Source: an optimization exercise on an open RTL-to-GDS flow (aim: small area, a short achievable clock period and few clock cycles). Production flows keep margins and buffers that such runs may drop. Function was checked by simulation only, so behaviour that the tests miss may differ from the original.

==> inputs of 12-06 <==
// cwt_enc
module cwt_enc (
    input  wire         clk,
    input  wire         rst,
    input  wire         cmd_valid,
    output wire         cmd_ready,
    input  wire [3:0]   cmd_op,
    input  wire         cmd_chan,
    input  wire         cmd_part,
    input  wire [255:0] cmd_data,
    output reg          rsp_valid,
    output reg  [63:0]  rsp_result,
    output reg  [2:0]   rsp_fault,
    output reg  [5:0]   rsp_len,
    output reg  [255:0] rsp_bytes
);
Settings: LEC_CHECK=0, ABC_CLOCK_PERIOD_IN_PS=3500, CAP_MARGIN=20, CORE_MARGIN=2, CORE_UTILIZATION=45, SETUP_SLACK_MARGIN=5, SLEW_MARGIN=20; clock period 9.0 ns.
run.sh (not shown) runs the stock make flow with config.mk's settings and CLKGATE_MAP_FILE= SYNTH_SCRIPT=/design/flow/synth_recipe.tcl, a recipe that flattens the netlist after the stock synthesis.
==> 05-26 (differences from 12-06) <==
--- a/flow/design.v
+++ b/flow/design.v
@@ -1092,22 +1092,20 @@
                     default: begin len = 6'd4; fk = 6'b000100; end
                 endcase
             end
         end
     end
     wire s_two = is_encrec & (fmt == 2'd0);
-    wire s16   = is_encrec & (fmt == 2'd3);
     wire s12   = is_encrec & (fmt == 2'd2);
     wire s8    = (is_encrec & (fmt == 2'd1)) | (is_encv & (fmt == 2'd0));
     wire s4    = is_encv & ((fmt == 2'd3) | ((fmt == 2'd2) & part));
     wire s2    = is_encv & ((fmt == 2'd1) | ((fmt == 2'd2) & ~part));
     reg [127:0] bytes_hi;
     always @* begin
         bytes_hi = 128'd0;
         if (s_two)                    bytes_hi = w[255:128];
-        else if (s16)                 bytes_hi = {f3, f2, f1, f0};
         else if (s12)                 bytes_hi[127:32] = {f3, q2, f1, q0};
         else if (s8)                  bytes_hi[127:64] = lay_raw ? w[63:0] : {q3, q2, q1, q0};
         else if (s4)                  bytes_hi[127:96] = f0;
         else if (s2)                  bytes_hi[127:112] = q0;
         else                          bytes_hi[127:120] = w[7:0];
     end
@@ -1115,43 +1113,49 @@
                                 : {1'b0, c0 & (is_qnt | i16_v) & ~chan};
     wire [1:0] inc1 = is_encrec ? ({1'b0, c2 & i16_re} + {1'b0, c3 & i16_im})
                                 : {1'b0, c0 & (is_qnt | i16_v) & chan};
     reg  [1:0] r_inc0, r_inc1;
     wire [31:0] clip0_n = add02(clip0, r_inc0);
     wire [31:0] clip1_n = add02(clip1, r_inc1);
+    function [30:0] inc31(input [30:0] x, input c);
+        integer i;
+        begin
+            for (i = 0; i < 31; i = i + 1)
+                inc31[i] = x[i] ^ (c & ((x & ((31'd1 << i) - 31'd1)) == ((31'd1 << i) - 31'd1)));
+        end
+    endfunction
     function [31:0] inc32(input [31:0] x);
         integer i;
         begin
             for (i = 0; i < 32; i = i + 1)
                 inc32[i] = x[i] ^ ((x & ((32'd1 << i) - 32'd1)) == ((32'd1 << i) - 32'd1));
         end
     endfunction
     function [31:0] add02(input [31:0] x, input [1:0] a);
         begin
-            if (a[1])      add02 = {inc32({1'b0, x[31:1]}), x[0]};
-            else if (a[0]) add02 = inc32(x);
-            else           add02 = x;
+            add02 = {inc31(x[31:1], a[1] | (a[0] & x[0])), x[0] ^ a[0]};
         end
     endfunction
     reg [5:0]  r_fk;        
     reg        r_two;       
+    reg        r_lo;        
     reg        r_hs;        
     reg        crcf_pend;   
     reg        crcv_pend;
     reg [127:0] fm;
     reg [31:0]  post;
     always @* begin
-        fm = (rsp_bytes[127:0] & {128{r_two}}) | (rsp_bytes[255:128] & {128{r_hs}});
+        fm = (rsp_bytes[127:0] & {128{r_lo}}) | (rsp_bytes[255:128] & {128{r_hs}});
         if (r_fk[5])           fm[31:0]    = fm[31:0]    ^ crc;
         if (r_fk[4])           fm[63:32]   = fm[63:32]   ^ crc;
         if (r_fk[3])           fm[95:64]   = fm[95:64]   ^ crc;
         if (r_fk[2])           fm[127:96]  = fm[127:96]  ^ crc;
         if (r_fk[1])           fm[127:112] = fm[127:112] ^ crc[15:0];
         if (r_fk[0])           fm[127:120] = fm[127:120] ^ crc[7:0];
         post = r_fk[1] ? {16'd0, crc[31:16]} : r_fk[0] ? {8'd0, crc[31:8]} :
-               (r_two | r_hs) ? 32'd0 : crc;
+               (r_lo | r_hs) ? 32'd0 : crc;
     end
     wire [31:0] fold;
     cwt_crc16 u_crc (.m(fm), .c(fold));
     wire [31:0] crc_next = fold ^ post;
     wire crcv_eq = (~crc == rsp_result[31:0]);
     reg [63:0] result;
@@ -1175,18 +1179,19 @@
             rsp_len    <= 6'd0;
         end else begin
             rsp_result <= result;
             rsp_fault  <= fault;
             rsp_len    <= len;
         end
-        rsp_bytes[127:0] <= bytes_lo;
-        if (m_v) rsp_bytes[255:128] <= bytes_hi;
+        rsp_bytes[127:0]   <= r_two ? rsp_bytes[255:128] : bytes_lo;
+        rsp_bytes[255:128] <= bytes_hi;
         if (rst) begin
             rsp_valid <= 1'b0;
             r_fk      <= 6'd0;
             r_two     <= 1'b0;
+            r_lo      <= 1'b0;
             r_hs      <= 1'b0;
             crcf_pend <= 1'b0;
             crcv_pend <= 1'b0;
             r_inc0    <= 2'd0;
             r_inc1    <= 2'd0;
             crc       <= 32'hFFFFFFFF;
@@ -1197,13 +1202,14 @@
         end else begin
             rsp_valid <= (m_v & ~is_crcf & ~is_crcv) | crcf_pend | crcv_pend;
             crcf_pend <= m_v & is_crcf;
             crcv_pend <= m_v & is_crcv;
             r_fk      <= (m_v ? fk : 6'd0) | {r_two, 5'd0};
             r_two     <= m_v & two;
-            r_hs      <= (m_v & (|fk) & ~two) | r_two;
+            r_lo      <= (m_v & fk[5]) | r_two;
+            r_hs      <= m_v & (|fk[4:0]);
             r_inc0    <= (m_v & ok & uses_enc) ? inc0 : 2'd0;
             r_inc1    <= (m_v & ok & uses_enc) ? inc1 : 2'd0;
             crc       <= crc_next;
             clip0     <= clip0_n;
             clip1     <= clip1_n;
             if (crcv_pend & ~crcv_eq) integrity <= 1'b1;
==> flow/flow/run.sh (new file) <==
#!/bin/bash
# Layout flow: the standard flow (standard.sh, ORFS) unchanged except
# that the port buffers are buf_2 cells rather than the default delay-cell
# buffers (clkdlybuf4s50_1), which are larger and slow every port's path.
# Each make step's full output is in orfs/logs/; make's own output goes to
# standard.log here.
set -euo pipefail
export BUFFER_PORTS_ARGS="-buffer_cell sky130_fd_sc_hd__buf_2"
bash standard.sh finish > standard.log 2>&1
==> flow/standard.sh (new file) <==
#!/bin/bash
# synth_recipe.tcl (not shown) runs the flow's synth.tcl, then flattens the netlist and writes it again
# the make line also repeats each setting of config.mk as NAME=value (left out here)
make -C /OpenROAD-flow-scripts/flow DESIGN_CONFIG=/design/flow/config.mk WORK_HOME=/design/flow/orfs CLKGATE_MAP_FILE= SYNTH_SCRIPT=/design/flow/synth_recipe.tcl "${@:-finish}"
removed: flow/run.sh
==> qor summary <==
| metric | 12-06 | 05-26 |
|---|---|---|
| Result of the run | no timing/DRC/antenna violations | no timing/DRC/antenna violations |
| Path depth of the worst reg2reg path | 11 | 10 |
| Data arrival at the endpoint of the critical path | 4.77 ns | 4.68 ns |
| Max VDD drop | 155.9 uV | 177.5 uV |
| TritonCTS buffer count | 77 | 80 |
| Final Routed Wirelength | 345.4 mm | 343.2 mm |
| Vertical die dimension | 351.4 um | 349.4 um |
| Final antenna diode count | 32 | 27 |
| Worst max-slew margin expressed relative to the limit | 0.07625 | 0.04890 |
| Register-to-register setup slack | 4.80 ns | 4.69 ns |
| Worst Tran Pin Value | 1.373 ns | 1.427 ns |
| Clock tree buffer count of the final layout | 102 | 105 |
| Non-clock buffer contribution to total cell area | 0.1242 | 0.08147 |
| Net Sw Frac | 0.3895 | 0.3906 |
| Cells after synthesis | 6,423 | 6,439 |
| Number of core rows | 127 | 126 |
| Placer's final routability congestion estimate | 1.191 | 1.136 |
| Tap Count | 1,612 | 1,536 |
| Layout cell share with drive strength beyond 1 | 0.1542 | 0.2315 |
| Number of logic inverters in the finished layout | 67 | 93 |
| Mux contribution to synthesized area | 0.05404 | 0.05363 |
| Delay contributed by the slowest stage of the critical path | 0.90 ns | 0.99 ns |
| Clock skew | 0.05294 ns | 0.04787 ns |
| Via density per instance | 6.980 | 6.919 |
| Sequential cell area fraction in the yosys report | 0.2865 | 0.2659 |
| R2R Path Start | r_hs | w[227] |
| Reg-to-reg critical path endpoint | crc[12] | rsp_bytes[248] |
Testbench counts of 12-06, summed over its fixed seeds: cycles 7,800.
Testbench counts of 05-26, summed over its fixed seeds: cycles 7,800.

afterwards: timing with drivers on the ports:
The results above use ideal ports. As a check the final layouts listed here were re-extracted and re-timed, cells and wires unchanged.
Step 1: set_driving_cell puts a clkbuf_16 on clk and a buf_2 on each other input, an assumption about the parent block.
Step 2, shift: input delay + t, output delay - t, t = (earliest + latest rising clock arrival at the registers) / 2. This alone moves slack from input paths to output paths.
Three values: ideal ports, drivers, drivers and shift; two values: the first two.
run | t (ns) | setup WS [ns] | worst hold slack (ns) | worst slew at a driven data input, ns
12-06 | 0.791 | 4.797 / 4.797 / 4.170 | 0.486 / 0.486 / 0.486 | 0.10
05-26 | 0.793 | 4.690 / 4.690 / 4.134 | 0.472 / 0.472 / 0.472 | 0.13
After both steps every run listed still meets setup and hold. For 12-06, which loses most, drivers alone change the setup slack by 0.000 ns; drivers and shift together by -0.627 ns.
